What follows belongs to an exercise in optimizing a design on an open flow for small area, a short achievable clock period and few clock cycles; a production flow would make more cautious choices.
Function was checked by simulation only, so behaviour that the tests miss may differ from the original.
Power figures rest on the tool's default switching activity, not on a simulated workload.

<file path="flow/area.abc">
strash
&get -n
&st
&dch -f
&nf -a -R 1000
&put
strash
&get -n
&st
&dch -f
&nf -a -R 1000
&put
strash
&get -n
&st
&dch -f
&nf -a -R 1000
&put
strash
&get -n
&st
&dch -f
&nf -a -R 1000
&put
strash
&get -n
&st
&dch -f
&nf -a -R 1000
&put
strash
&get -n
&st
&dch -f
&nf -a -R 1000
&put
strash
&get -n
&st
&dch -f
&nf -a -R 1000
&put
strash
&get -n
&st
&dch -f
&nf -a -R 1000
&put
strash
&get -n
&st
&dch -f
&nf -a -R 1000
&put
strash
&get -n
&st
&dch -f
&nf -a -R 1000
&put
topo
dnsize -c
</file>
<file path="standard.sh">
#!/bin/bash
# synth_recipe.tcl (not shown) runs the flow's synth.tcl, then flattens the netlist and writes it again
# the make line also repeats each setting of config.mk as NAME=value (left out here)
make -C /OpenROAD-flow-scripts/flow DESIGN_CONFIG=/design/flow/config.mk WORK_HOME=/design/flow/orfs CLKGATE_MAP_FILE= SYNTH_SCRIPT=/design/flow/synth_recipe.tcl "${@:-finish}"
</file>
<file path="flow/run.sh">
#!/bin/bash
# Layout flow: the standard ORFS flow (standard.sh, all steps), with
#  - synthesis by flow/synth.tcl: the standard synthesis script, but ABC maps
#    the combinational logic with an area-oriented script (flow/area.abc);
#  - port buffers of sky130_fd_sc_hd__buf_2 (buffer_ports -buffer_cell);
#  - a clock tree of clkbuf_8 leaf clusters, without dummy loads;
#  - timing repair aiming a little past the (unchanged) constraints.
# The make output goes to flow_standard.log here; ORFS keeps each step's log
# under orfs/logs/.
set -euo pipefail
W=$(pwd)
sed "s#SYNTH_SCRIPT=[^ ]*#SYNTH_SCRIPT=$W/flow/synth.tcl#" standard.sh > flow_standard.sh
grep -q "SYNTH_SCRIPT=$W/flow/synth.tcl" flow_standard.sh
export BUFFER_PORTS_ARGS="-buffer_cell sky130_fd_sc_hd__buf_2"
export CTS_ARGS="-sink_clustering_enable -repair_clock_nets -dont_use_dummy_load -buf_list sky130_fd_sc_hd__clkbuf_8 -sink_clustering_size 14 -sink_clustering_max_diameter 60"
export SETUP_SLACK_MARGIN=17.6
bash flow_standard.sh > flow_standard.log 2>&1
</file>
<file path="config.mk">
export PLATFORM = sky130hd
export DESIGN_NAME = ki_codec
export DESIGN_NICKNAME = ki_codec
export VERILOG_FILES = /design/flow/design.v
export SDC_FILE = /design/flow/constraint.sdc
export NUM_CORES = 4
export LEC_CHECK = 0
export CAP_MARGIN = 20
export CORE_MARGIN = 2
export CORE_UTILIZATION = 40
export SLEW_MARGIN = 20
</file>
<file path="flow/synth.tcl">
# The standard flow's synthesis script (synth_recipe.tcl), with one change: ABC maps the
# combinational logic with the area-oriented script area.abc beside this file.
# Registers, names, flattening and renaming are those of the standard synthesis.
set my_area_abc [file join [file dirname [file normalize [info script]]] area.abc]
proc synth {args} { yosys synth -nofsm -noshare {*}$args }
proc abc {args} {
  set i [lsearch -exact $args -script]
  if {$i >= 0} { lset args [expr {$i + 1}] $::my_area_abc }
  yosys abc {*}$args
}
source $::env(SCRIPTS_DIR)/synth.tcl
# left out here: clear keep_hierarchy, flatten, clean up, hide names made inside functions, write 1_2_yosys.v
</file>
<file path="design.v">
module ki_codec (
    input  wire       clk,
    input  wire       rst,
    input  wire       req_valid,
    output wire       req_ready,
    input  wire [7:0] req_data,
    output reg        rsp_valid,
    input  wire       rsp_ready,
    output reg  [7:0] rsp_data
);
    localparam [2:0] S_OP   = 3'd0;   
    localparam [2:0] S_ARG  = 3'd1;   
    localparam [2:0] S_BODY = 3'd2;   
    localparam [2:0] S_UNP  = 3'd3;   
    localparam [2:0] S_EMIT = 3'd4;   
    localparam [2:0] S_UVAL = 3'd5;   
    localparam [2:0] EM_CRC   = 3'd0;   
    localparam [2:0] EM_TXHDR = 3'd1;   
    localparam [2:0] EM_TXCRC = 3'd2;   
    localparam [2:0] EM_PAD   = 3'd3;   
    localparam [2:0] EM_PLEN  = 3'd4;   
    localparam [2:0] EM_MAP   = 3'd5;   
    localparam [2:0] EM_REG   = 3'd6;   
    localparam [3:0] OC_CRCU  = 4'd0;
    localparam [3:0] OC_TX    = 4'd1;
    localparam [3:0] OC_SPACK = 4'd2;
    localparam [3:0] OC_SUNP  = 4'd3;
    localparam [3:0] OC_LSET  = 4'd4;
    localparam [3:0] OC_LLOAD = 4'd5;
    localparam [3:0] OC_DPACK = 4'd6;
    localparam [3:0] OC_DUNP  = 4'd7;
    localparam [3:0] OC_REG   = 4'd8;
    localparam [3:0] OC_SKIP  = 4'd9;   
    localparam [2:0] R_VER = 3'd0, R_CRC = 3'd1, R_FR = 3'd2, R_VAL = 3'd3,
                     R_MAP = 3'd4, R_BITS = 3'd5;
    reg [15:0] crc_acc;
    reg [31:0] frames_tx;
    reg        lay_valid;
    reg [31:0] lay_map;
    reg [7:0]  ring [0:31];
    reg [7:0]  dlen;        
    reg        lok;         
    reg [2:0]  state;
    reg [3:0]  oc;
    reg [3:0]  c;           
    reg [4:0]  mi;          
    reg [15:0] len;
    reg [15:0] txcrc;
    reg [2:0]  kind;
    reg        kbad;
    reg [2:0]  emode;
    reg [2:0]  rsel;
    reg [2:0]  tsel;        
    reg [2:0]  goff;        
    reg        cur_act;     
    reg        fcy;         
    reg        fz;          
    integer k;
    function [15:0] crc_step(input [15:0] cc, input [7:0] bb);
        reg [7:0] x;
        begin
            x = cc[15:8] ^ bb;
            x = x ^ {4'd0, x[7:4]};
            crc_step = {cc[7:0], 8'h00} ^ {x[3:0], 12'h000} ^ {3'd0, x, 5'd0} ^ {8'd0, x};
        end
    endfunction
    reg  rsp_empty;
    reg  nin;               
    assign req_ready = nin && (rsp_ready || rsp_empty);
    wire adv  = !rsp_valid || rsp_ready;
    wire take = !state[2] && adv && req_valid;
    wire pop  = rsp_valid && rsp_ready;
    wire [7:0] b = req_data;
    wire [15:0] n_in = {b, len[7:0]};
    reg [7:0] tap;
    always @(*) begin
        tap = 8'h00;
        for (k = 0; k < 8; k = k + 1)
            if (tsel == k[2:0]) tap = ring[4 * k];
    end
    wire       mbit  = lay_map[mi];
    wire [1:0] j     = c[1:0];
    wire [2:0] tw    = tap[5] ? 3'd4 : ({1'b0, tap[4:3]} + {2'b0, |tap[2:0]});   
    wire [7:0] bmask = ({1'b0, j} < tap[5:3]) ? 8'hFF :
                       ({1'b0, j} == tap[5:3]) ? ~(8'hFF << tap[2:0]) : 8'h00;
    wire       pk_keep = mbit && ({1'b0, j} < tw);
    reg [7:0] fld;
    always @(*) begin
        case (j)
            2'd0: fld = txcrc[7:0];
            2'd1: fld = txcrc[15:8];
            2'd2: fld = len[7:0];
            default: fld = len[15:8];
        endcase
    end
    wire [2:0] bw   = b[5] ? 3'd4 : ({1'b0, b[4:3]} + {2'b0, |b[2:0]});
    wire       wbad = (b == 8'd0) || (b > 8'd32);
    wire lerr = !lay_valid || !lok;
    wire [7:0] lerrc = !lay_valid ? 8'h04 : 8'h06;
    reg       rok;
    reg [2:0] rs;
    always @(*) begin
        rok = 1'b1;
        rs  = R_VER;
        case (b)
            8'h00: rs = R_VER;
            8'h01: rs = R_CRC;
            8'h09: rs = R_FR;
            8'h0A: rs = R_VAL;
            8'h0B: rs = R_MAP;
            8'h10, 8'h11, 8'h12, 8'h13, 8'h14, 8'h15, 8'h16, 8'h17: rs = R_BITS;
            default: rok = 1'b0;
        endcase
    end
    wire       fcin = (state == S_EMIT) && (emode == EM_TXHDR) && ((c[1:0] == 2'd0) || fcy);
    wire [7:0] fb   = frames_tx[7:0] & {8{!fz}};
    wire [8:0] fsum = {1'b0, fb} + {8'd0, fcin};
    reg [7:0] stb;
    reg       stw;
    always @(*) begin
        stb = 8'h00;
        stw = 1'b1;
        if (state == S_OP) begin
            case (b)
                8'h01, 8'h02, 8'h20, 8'h30: stb = 8'h00;
                8'h32: stb = lerr ? lerrc : 8'h00;
                8'h10, 8'h21, 8'h31, 8'h33, 8'h50: stw = 1'b0;
                default: stb = 8'h01;
            endcase
        end else begin
            case (oc)
                OC_REG: stb = rok ? 8'h00 : 8'h07;
                OC_TX: begin stw = c[1]; stb = kbad ? 8'h03 : 8'h00; end
                OC_SUNP, OC_LLOAD: begin stw = c[0]; stb = (n_in != 16'd144) ? 8'h05 : 8'h00; end
                OC_DUNP: begin
                    stw = c[0];
                    stb = lerr ? lerrc : (n_in != {8'd0, dlen}) ? 8'h05 : 8'h00;
                end
                default: stw = 1'b0;
            endcase
        end
    end
    wire        sel_acc = (state == S_ARG) || (emode == EM_CRC) || (emode == EM_REG);
    wire [15:0] crc_in  = sel_acc ? crc_acc : txcrc;
    wire [7:0]  crcb    = c[0] ? crc_in[15:8] : crc_in[7:0];
    wire [7:0]  hb      = c[1] ? (c[0] ? {5'd0, kind} : 8'h01) : (c[0] ? len[15:8] : len[7:0]);
    wire e_crc  = (emode == EM_CRC) || (emode == EM_TXCRC) ||
                  ((emode == EM_REG) && (rsel == R_CRC) && !c[1]);
    wire e_hdr  = (emode == EM_TXHDR);
    wire e_plen = (emode == EM_PLEN) && !c[0];
    wire e_map  = (emode == EM_MAP) || ((emode == EM_REG) && (rsel == R_MAP));
    wire e_reg  = (emode == EM_REG);
    reg [7:0] hdrb;
    always @(*) begin
        case (c)
            4'd0: hdrb = len[7:0] + 8'd8;
            4'd1: hdrb = len[15:8] + {7'd0, &len[7:3]};
            4'd2: hdrb = {7'd0, &len[15:3]};
            4'd3: hdrb = 8'h00;
            4'd4: hdrb = 8'hA5;
            4'd5: hdrb = 8'h5A;
            default: hdrb = hb;
        endcase
    end
    wire [7:0] emb = ({8{e_crc}}  & crcb) |
                     ({8{e_hdr}}  & hdrb) |
                     ({8{e_plen}} & dlen) |
                     ({8{e_map && lay_valid}} & lay_map[7:0]) |
                     ({8{e_reg && rsel == R_FR}} & fb) |
                     ({8{e_reg && rsel == R_BITS && lay_valid}} & tap) |
                     {7'd0, e_reg && (c[1:0] == 2'd0) &&
                            ((rsel == R_VER) || ((rsel == R_VAL) && lay_valid))};
    wire       dpk  = (oc == OC_DPACK) && c[2];
    wire [7:0] pmsk = (state == S_UVAL) ? (bmask & {8{cur_act}}) : (dpk ? bmask : 8'hFF);
    wire [7:0] pb   = ((state == S_UVAL) ? fld : b) & pmsk;
    wire [7:0] eb = ({8{state == S_OP || state == S_ARG}} & stb) |
                    ({8{state == S_BODY || state == S_UVAL}} & pb) |
                    ({8{state == S_EMIT}} & emb);
    reg wemit;
    always @(*) begin
        case (state)
            S_OP, S_ARG: wemit = stw;
            S_BODY:
                case (oc)
                    OC_SUNP:  wemit = (len > 16'd2);
                    OC_LLOAD, OC_SKIP: wemit = 1'b0;
                    OC_DPACK: wemit = c[2] ? pk_keep : 1'b1;
                    default:  wemit = 1'b1;
                endcase
            S_EMIT, S_UVAL: wemit = 1'b1;
            default: wemit = 1'b0;
        endcase
    end
    wire emit = wemit && (state[2] ? adv : take);
    wire [15:0] crc_n   = crc_step(crc_in, (state == S_EMIT) ? hb : b);
    wire [15:0] crcu_n  = crc_n;
    wire [15:0] txcrc_n = crc_n;
    wire [15:0] len_m1  = len - 16'd1;
    wire        len1    = (len == 16'd1);
    always @(posedge clk) begin
        if (rst) begin
            rsp_valid <= 1'b0;
            rsp_empty <= 1'b1;
        end else if (emit) begin
            rsp_valid <= 1'b1;
            rsp_empty <= 1'b0;
        end else if (pop) begin
            rsp_valid <= 1'b0;
            rsp_empty <= 1'b1;
        end
        if (emit) rsp_data <= eb;
    end
    reg [2:0] nstate;
    always @(posedge clk) begin
        if (rst) begin
            crc_acc   <= 16'hFFFF;
            fz        <= 1'b1;
            lay_valid <= 1'b0;
            state     <= S_OP;
            nin       <= 1'b1;
        end else begin
            nstate = state;
            case (state)
            S_OP: if (take) begin
                c <= 4'd0;
                mi <= 5'd0;
                tsel <= 3'd0 - goff;
                case (b)
                    8'h01: begin
                        crc_acc <= 16'hFFFF;
                        nstate = S_EMIT; emode <= EM_CRC;
                    end
                    8'h02: begin oc <= OC_CRCU; nstate = S_ARG; end
                    8'h10: begin oc <= OC_TX; nstate = S_ARG; end
                    8'h20: begin oc <= OC_SPACK; nstate = S_BODY; len <= 16'd142; end
                    8'h21: begin oc <= OC_SUNP; nstate = S_ARG; end
                    8'h30: begin oc <= OC_LSET; nstate = S_ARG; dlen <= 8'd4; lok <= 1'b1; end
                    8'h31: begin oc <= OC_LLOAD; nstate = S_ARG; end
                    8'h32: begin
                        oc <= OC_DPACK;
                        if (lerr) begin nstate = S_BODY; oc <= OC_SKIP; len <= 16'd132; end
                        else begin nstate = S_EMIT; emode <= EM_PLEN; end
                    end
                    8'h33: begin oc <= OC_DUNP; nstate = S_ARG; end
                    8'h50: begin oc <= OC_REG; nstate = S_ARG; end
                    default: ;
                endcase
            end
            S_ARG: if (take) begin
                c <= c + 4'd1;
                case (oc)
                    OC_CRCU: begin
                        crc_acc <= crcu_n;
                        nstate = S_EMIT; emode <= EM_CRC; c <= 4'd0;
                    end
                    OC_REG: begin
                        rsel <= rs;
                        tsel <= b[2:0] - goff;
                        c <= 4'd0;
                        if (rok) begin nstate = S_EMIT; emode <= EM_REG; end
                        else nstate = S_OP;
                    end
                    OC_LSET: begin
                        if (!c[2]) lay_map <= {b, lay_map[31:8]};
                        else begin
                            c <= c;
                            mi <= mi + 5'd1;
                            if (mbit) begin
                                dlen <= dlen + {5'd0, bw};
                                if (wbad) lok <= 1'b0;
                            end
                            if (mi == 5'd31) begin
                                lay_valid <= 1'b1;
                                goff <= 3'd0;
                                nstate = S_OP;
                            end
                        end
                    end
                    OC_TX: begin
                        if (c[1:0] == 2'd0) begin
                            kind <= b[2:0];
                            kbad <= (b == 8'd0) || (b > 8'd5);
                        end else if (c[1:0] == 2'd1) len[7:0] <= b;
                        else begin
                            len <= n_in;
                            c <= 4'd0;
                            if (kbad) begin nstate = (n_in == 16'd0) ? S_OP : S_BODY; oc <= OC_SKIP; end
                            else begin
                                txcrc <= 16'hFFFF;
                                nstate = S_EMIT; emode <= EM_TXHDR;
                            end
                        end
                    end
                    default: begin  
                        if (!c[0]) len[7:0] <= b;
                        else begin
                            len <= n_in;
                            c <= 4'd0;
                            if (oc == OC_DUNP) begin
                                if (lerr || n_in != {8'd0, dlen})
                                    begin nstate = (n_in == 16'd0) ? S_OP : S_BODY; oc <= OC_SKIP; end
                                else nstate = S_BODY;
                            end else if (n_in != 16'd144) begin
                                begin nstate = (n_in == 16'd0) ? S_OP : S_BODY; oc <= OC_SKIP; end
                            end else begin
                                nstate = S_BODY;
                                if (oc == OC_LLOAD) begin dlen <= 8'd4; lok <= 1'b1; end
                            end
                        end
                    end
                endcase
            end
            S_BODY: if (take) begin
                case (oc)
                    OC_TX: begin
                        txcrc <= txcrc_n;
                        len <= len_m1;
                        if (len1) begin nstate = S_EMIT; emode <= EM_TXCRC; c <= 4'd0; end
                    end
                    OC_SPACK: begin
                        len <= len_m1;
                        if (len1) begin nstate = S_EMIT; emode <= EM_PAD; c <= 4'd0; end
                    end
                    OC_SUNP, OC_SKIP: begin
                        len <= len_m1;
                        if (len1) nstate = S_OP;
                    end
                    OC_LLOAD: begin
                        len <= len_m1;
                        if (len[7:0] <= 8'd142 && len[7:0] >= 8'd139)
                            lay_map <= {b, lay_map[31:8]};
                        if (len[7:0] <= 8'd70 && len[7:0] >= 8'd39) begin
                            mi <= mi + 5'd1;
                            if (mbit) begin
                                dlen <= dlen + {5'd0, bw};
                                if (wbad) lok <= 1'b0;
                            end
                        end
                        if (len1) begin
                            lay_valid <= 1'b1;
                            goff <= 3'd0;
                            nstate = S_OP;
                        end
                    end
                    OC_DPACK: begin
                        if (!c[2]) c <= c + 4'd1;
                        else c <= {2'b01, c[1:0] + 2'd1};
                        if (c[2] && c[1:0] == 2'd3) begin
                            mi <= mi + 5'd1;
                            if (mi == 5'd31) nstate = S_OP;
                        end
                    end
                    default: begin  
                        c <= c + 4'd1;
                        if (c[1:0] == 2'd3) begin nstate = S_EMIT; emode <= EM_MAP; c <= 4'd0; end
                    end
                endcase
            end
            S_EMIT: if (adv) begin
                c <= c + 4'd1;
                case (emode)
                    EM_CRC, EM_PAD:
                        if (c[0]) nstate = S_OP;
                    EM_TXHDR: begin
                        if (c[3:2] == 2'd0) begin
                            frames_tx <= {fsum[7:0], frames_tx[31:8]};
                            fcy <= fsum[8];
                            if (c[1:0] == 2'd3) fz <= 1'b0;
                        end
                        if (c >= 4'd6) txcrc <= txcrc_n;
                        if (c == 4'd9) begin
                            c <= 4'd0;
                            if (len == 16'd0) emode <= EM_TXCRC;
                            else nstate = S_BODY;
                        end
                    end
                    EM_TXCRC:
                        if (c[0]) nstate = S_OP;
                    EM_PLEN:
                        if (c[0]) begin nstate = S_BODY; c <= 4'd0; mi <= 5'd0; end
                    EM_MAP: begin
                        lay_map <= {lay_map[7:0], lay_map[31:8]};
                        if (c[1:0] == 2'd3) begin
                            c <= 4'd0;
                            mi <= lay_map[8] ? 5'd0 : 5'd1;
                            cur_act <= lay_map[8];
                            nstate = lay_map[8] ? S_UNP : S_UVAL;
                        end
                    end
                    default: begin  
                        if (rsel == R_FR) frames_tx <= {fsum[7:0], frames_tx[31:8]};
                        if (rsel == R_MAP) lay_map <= {lay_map[7:0], lay_map[31:8]};
                        if (c[1:0] == 2'd3) begin
                            if (rsel == R_BITS) goff <= goff + 3'd1;
                            nstate = S_OP;
                        end
                    end
                endcase
            end
            S_UNP: if (take) begin
                case (j)
                    2'd0: txcrc[7:0]  <= b;
                    2'd1: txcrc[15:8] <= b;
                    2'd2: len[7:0]    <= b;
                    default: len[15:8] <= b;
                endcase
                c <= c + 4'd1;
                if ({1'b0, j} == tw - 3'd1) begin
                    c <= 4'd0;
                    mi <= mi + 5'd1;
                    nstate = S_UVAL;
                end
            end
            S_UVAL: if (adv) begin
                c <= c + 4'd1;
                if (j == 2'd3) begin
                    c <= 4'd0;
                    if (mi == 5'd0) nstate = S_OP;
                    else if (mbit) begin
                        cur_act <= 1'b1;
                        nstate = S_UNP;
                    end else begin
                        cur_act <= 1'b0;
                        mi <= mi + 5'd1;
                    end
                end
            end
            default: nstate = S_OP;
            endcase
            state <= nstate;
            nin   <= !nstate[2];
        end
    end
    wire ring_in = take && (((state == S_ARG) && (oc == OC_LSET) && c[2]) ||
                            ((state == S_BODY) && (oc == OC_LLOAD) &&
                             len[7:0] <= 8'd70 && len[7:0] >= 8'd39));
    wire ring_rot = (take && (state == S_BODY) && (oc == OC_DPACK) && c[2] && (c[1:0] == 2'd3)) ||
                    (adv && (state == S_UVAL) && (j == 2'd3)) ||
                    (adv && (state == S_EMIT) && (emode == EM_REG) && (rsel == R_BITS));
    always @(posedge clk) begin
        if (ring_in || ring_rot) begin
            for (k = 0; k < 31; k = k + 1)
                ring[k] <= ring[k + 1];
            ring[31] <= ring_in ? b : ring[0];
        end
    end
endmodule
</file>
<file path="constraint.sdc">
create_clock -name core_clock -period 30.0 [get_ports {clk}]
set_input_delay 6.0000 -clock core_clock [delete_from_list [all_inputs] [get_ports {clk}]]
set_output_delay 6.0000 -clock core_clock [all_outputs]
set_load 0.01 [all_outputs]
</file>
==> flow_results.xml <==
<?xml version="1.0" encoding="UTF-8"?>
<metrics>
  <group name="critical_path">
    <metric name="critPathMaxStageDelay" unit="ns">0.16</metric>
    <metric name="critical_path.max_fanout" unit="">2</metric>
    <metric name="critPathKind" unit="">in2out</metric>
    <metric name="end_kind" unit="">primary output</metric>
    <metric name="cp.required" unit="ns">24.00</metric>
    <metric name="r2r_slack" unit="ns">24.76</metric>
    <metric name="crit_path_start_kind" unit="">input port</metric>
    <metric name="crit_arrival" unit="ns">6.38</metric>
    <metric name="timing.reg2reg.worst_path_depth" unit="">19</metric>
    <metric name="path_cells" unit="">buf_8, o21a_1, buf_2</metric>
    <metric name="worst_path_max_delay_cell" unit="">o21a_1</metric>
  </group>
  <group name="layout">
    <metric name="design.final.nets" unit="">1608</metric>
    <metric name="design_area" unit="sq um">20600</metric>
    <metric name="area_delta_synth_final" unit="%">9.30</metric>
    <metric name="drive_above_1_share" unit="">0.0731</metric>
    <metric name="fin_cells" unit="">2153</metric>
    <metric name="diodes" unit="">0</metric>
  </group>
  <group name="place">
    <metric name="buffer_ports.inserted" unit="">21</metric>
    <metric name="placedCellCount" unit="">2111</metric>
    <metric name="hpwl" unit="mm">39.0</metric>
    <metric name="final_weighted_congestion_in_routability_driven_placement" unit="">0.941</metric>
    <metric name="placement.cell_area" unit="sq um">20000</metric>
  </group>
  <group name="power_and_ir_drop">
    <metric name="p_switching" unit="uW">221</metric>
    <metric name="power_switching_share" unit="">0.221</metric>
    <metric name="leakage" unit="uW">0.00675</metric>
    <metric name="internal_power" unit="uW">779</metric>
    <metric name="power_per_cell_area" unit="nW/um^2">48.5</metric>
    <metric name="p_seq_frac" unit="">0.644</metric>
    <metric name="worst_ir_drop_vdd" unit="uV">30.1</metric>
    <metric name="clockPowerShare" unit="">0.304</metric>
    <metric name="totalPowerFinal" unit="uW">1000</metric>
    <metric name="power_frac_comb" unit="">0.052</metric>
  </group>
  <group name="floorplan">
    <metric name="die_x_extent" unit="microns">221</metric>
    <metric name="std_cell_rows" unit="">79</metric>
    <metric name="ios" unit="">22</metric>
    <metric name="core_area" unit="sq um">46600</metric>
    <metric name="design.die.area" unit="sq um">48900</metric>
    <metric name="dieHeight" unit="microns">221</metric>
    <metric name="initial_core_util" unit="">0.405</metric>
  </group>
  <group name="timing">
    <metric name="fin_skew" unit="ns">0.0807</metric>
    <metric name="finalHoldViolations" unit="">0</metric>
    <metric name="finalHoldWorstSlack" unit="ns">0.397</metric>
    <metric name="max_slew.worst_pin.slew" unit="ns">1.08</metric>
    <metric name="tns" unit="ns">0</metric>
    <metric name="maxSlewViolCount" unit="">0</metric>
    <metric name="rsz_0062_raised_after_global_routing" unit="">yes</metric>
    <metric name="max-slew-margin-rel" unit="">0.279</metric>
    <metric name="timing.final.crit_period" unit="ns">12.38</metric>
    <metric name="fin_crit_sh" unit="">0.413</metric>
    <metric name="timing.final.setup_violations" unit="">0</metric>
    <metric name="fmaxAchievable" unit="GHz">0.0808</metric>
  </group>
  <group name="synthesis">
    <metric name="synth.distinct_cells" unit="">60</metric>
    <metric name="synth_nets" unit="">1511</metric>
    <metric name="synth.avg_cell_area" unit="sq um">13.0</metric>
    <metric name="synth.cell_area" unit="sq um">18900</metric>
    <metric name="synth_seq_cells" unit="">424</metric>
    <metric name="post_synth_inst_count" unit="">1451</metric>
    <metric name="number_of_enable_flip_flop_cells_after_synthesis" unit="">400</metric>
    <metric name="async_sr_flop_fraction" unit="">0</metric>
    <metric name="synthFlopType" unit="">edfxtp_1</metric>
    <metric name="part_of_the_yosys_area_used_for_sequential_elements" unit="">0.662</metric>
    <metric name="yosysWarningCount" unit="">2</metric>
  </group>
  <group name="detailed_routing">
    <metric name="detail_route.iter0.violations" unit="">2149</metric>
    <metric name="first_pass_iters" unit="">6</metric>
    <metric name="avgViaCountPerCell" unit="">6.04</metric>
    <metric name="routed_wirelength" unit="mm">56.2</metric>
    <metric name="wl_per_cell" unit="microns">26.1</metric>
    <metric name="drc_markers" unit="">0</metric>
    <metric name="postRouteAntennaNets" unit="">0</metric>
    <metric name="vias" unit="">13000</metric>
  </group>
  <group name="global_route">
    <metric name="number_of_antenna_violations_at_the_first_check_in_global_routing" unit="">0</metric>
    <metric name="grt.overflow.total" unit="">0</metric>
    <metric name="first_global_vias" unit="">12500</metric>
    <metric name="grt_max_degree" unit="">173</metric>
    <metric name="grt_pass1_wl" unit="mm">83.3</metric>
    <metric name="grt_use_total" unit="">0.227</metric>
  </group>
  <group name="clock_tree">
    <metric name="clk_latency" unit="ns">0.63</metric>
    <metric name="clk_root_buffer_cell" unit="">clkbuf_8</metric>
    <metric name="ctsHtreeMaxLevel" unit="">2</metric>
    <metric name="clock_sinks" unit="">424</metric>
    <metric name="max-clock-path-buffers" unit="">3</metric>
    <metric name="clk_pin_slew_worst_paths" unit="ns">0.08</metric>
    <metric name="cts-buffers-inserted" unit="">41</metric>
    <metric name="cts_tree" unit="">done</metric>
  </group>
  <group name="run">
    <metric name="drv_cap" unit="">0</metric>
  </group>
  <group name="worst_hold_path">
    <metric name="min_path_cells" unit="">0</metric>
    <metric name="worstHoldPathType" unit="">reg2reg</metric>
  </group>
  <group name="status">
    <metric name="status" unit="">timing/DRC/antenna clean</metric>
  </group>
</metrics>
## per-layer routing
| layer | part of all wire | up-vias | GRT usage |
|---|---|---|---|
| met5 | 0 | - | 0 |
| met4 | 0.028 | 0 | 0.0684 |
| met3 | 0.080 | 103 | 0.0409 |
| met2 | 0.43 | 610 | 0.334 |
| met1 | 0.46 | 6430 | 0.342 |
| li1 | - | 5851 | - |
## layout make-up
cell class	instances	area, sq um
tap	607	759
clock buffer	41	564
fill	4262	25900
inverter	27	101
multi-input combinational	1000	6340
sequential	424	12500
timing repair buffer	54	375
## power by group through the flow
stage / sequential (uW) / combinational [uW] / clock, uW
finish: 644 / 52.1 / 304
global route: 644 / 55.4 / 337
CTS: 644 / 51.1 / 318
detailed placement: 657 / 50.4 / 0
global placement: 657 / 50.2 / 0
floorplan: 657 / 28.1 / 0
## kinds of logic after synthesis
kind of cell	after synthesis	synth area share
DFF	424	0.662
buffers and inverters	27	0.00537
AOI/OAI and AO/OA	387	0.129
xor gates and xnor gates	60	0.0278
adders and majority gates	48	0.0326
and+or+nand+nor	465	0.116
muxes	40	0.0269
## flip-flops by register name, indices dropped and copies added, names as in the netlist, 5 cells and up
register   count
crc_acc       16
txcrc         16
mi             5
frames_tx     32
len           16
ring         256
rsp_data       8
dlen           8
lay_map       32
## per-stage QoR
step,utilization,setup WS [ns]
final,0.443,17.62
after global routing,0.443,17.60
after CTS,0.443,17.60
after detailed placement,0.431,17.59
after global placement,0.431,17.58
after floorplan,-,10.84
## path summary, 6_finish.rpt
path | start | to
setup / recovery | rsp_ready | req_ready
hold / removal | ring[10][6]$_DFFE_PP_ | ring[9][6]$_DFFE_PP_
hold reg to reg | ring[10][6]$_DFFE_PP_ | ring[9][6]$_DFFE_PP_
setup reg to reg | tsel[1]$_DFFE_PP_ | c[0]$_DFFE_PP_
## critical path: cells and delay by family
family	cells	cell delay [ns]
buf+inv	2	0.22
compound gates	1	0.16
## cell usage after synthesis (15+ instances only)
master      n  area [sq um]
edfxtp_1  400         12000
nand2_1   145           544
a21oi_1   125           626
nor2_1    111           417
o21ai_0    98           490
ha_1       46           576
nor3_1     46           230
nand3_1    45           225
xnor2_1    33           289
clkinv_1   27           101
xor2_1     27           236
mux2i_1    26           260
dfxtp_1    24           480
nor2b_1    22           138
a31oi_1    21           131
a222oi_1   19           190
and3_1     19           119
and2_0     18           113
nor4_1     15          93.8
## cell usage in the layout (no fill, tap or decap), drive strengths merged, types with 26 or more instances in the layout
master	n
edfxtp	400
nand2	145
a21oi	125
nor2	111
o21ai	98
buf	54
ha	46
nor3	46
nand3	45
clkbuf	41
xnor2	33
clkinv	27
xor2	27
mux2i	26
## timing repair
item                                   4_1_cts  5_1_grt
pin swaps                                    1        1
setup buffers                                1        0
gates resized for setup                      2        0
setup endpoints to repair                    1        1
hold buffers                                 0        0
endpoints found under the hold margin        0        0
Testbench counts, summed over its fixed seeds: cycles 72,216.

[what the ideal ports hide]
The results above use ideal ports. As a check the final layout listed here was re-extracted and re-timed, cells and wires unchanged.
Step 1 (the two cells are an assumption about what drives the block):
set clk [get_ports {clk}]
set_driving_cell -lib_cell sky130_fd_sc_hd__clkbuf_16 $clk
set_driving_cell -lib_cell sky130_fd_sc_hd__buf_2 [delete_from_list [all_inputs] $clk]
Step 2 adds t to the input delays and takes it off the output delays; t is the mean of the earliest and latest rising clock arrival at the registers after step 1. Input paths then give back, and output paths get back, about the clock's delay inside the block.
a / b / c = ideal ports / drivers / drivers and shift; a / b = the first two.
shift t [ns]: 0.648
setup WS [ns]: 17.618 / 17.577 / 17.577
hold WS [ns]: 0.397 / 0.397 / 0.397
pins driven straight from the clock port: 1
After both steps setup and hold are still met in this run. For this run, drivers alone change the setup slack by -0.041 ns; drivers and shift together by -0.041 ns.
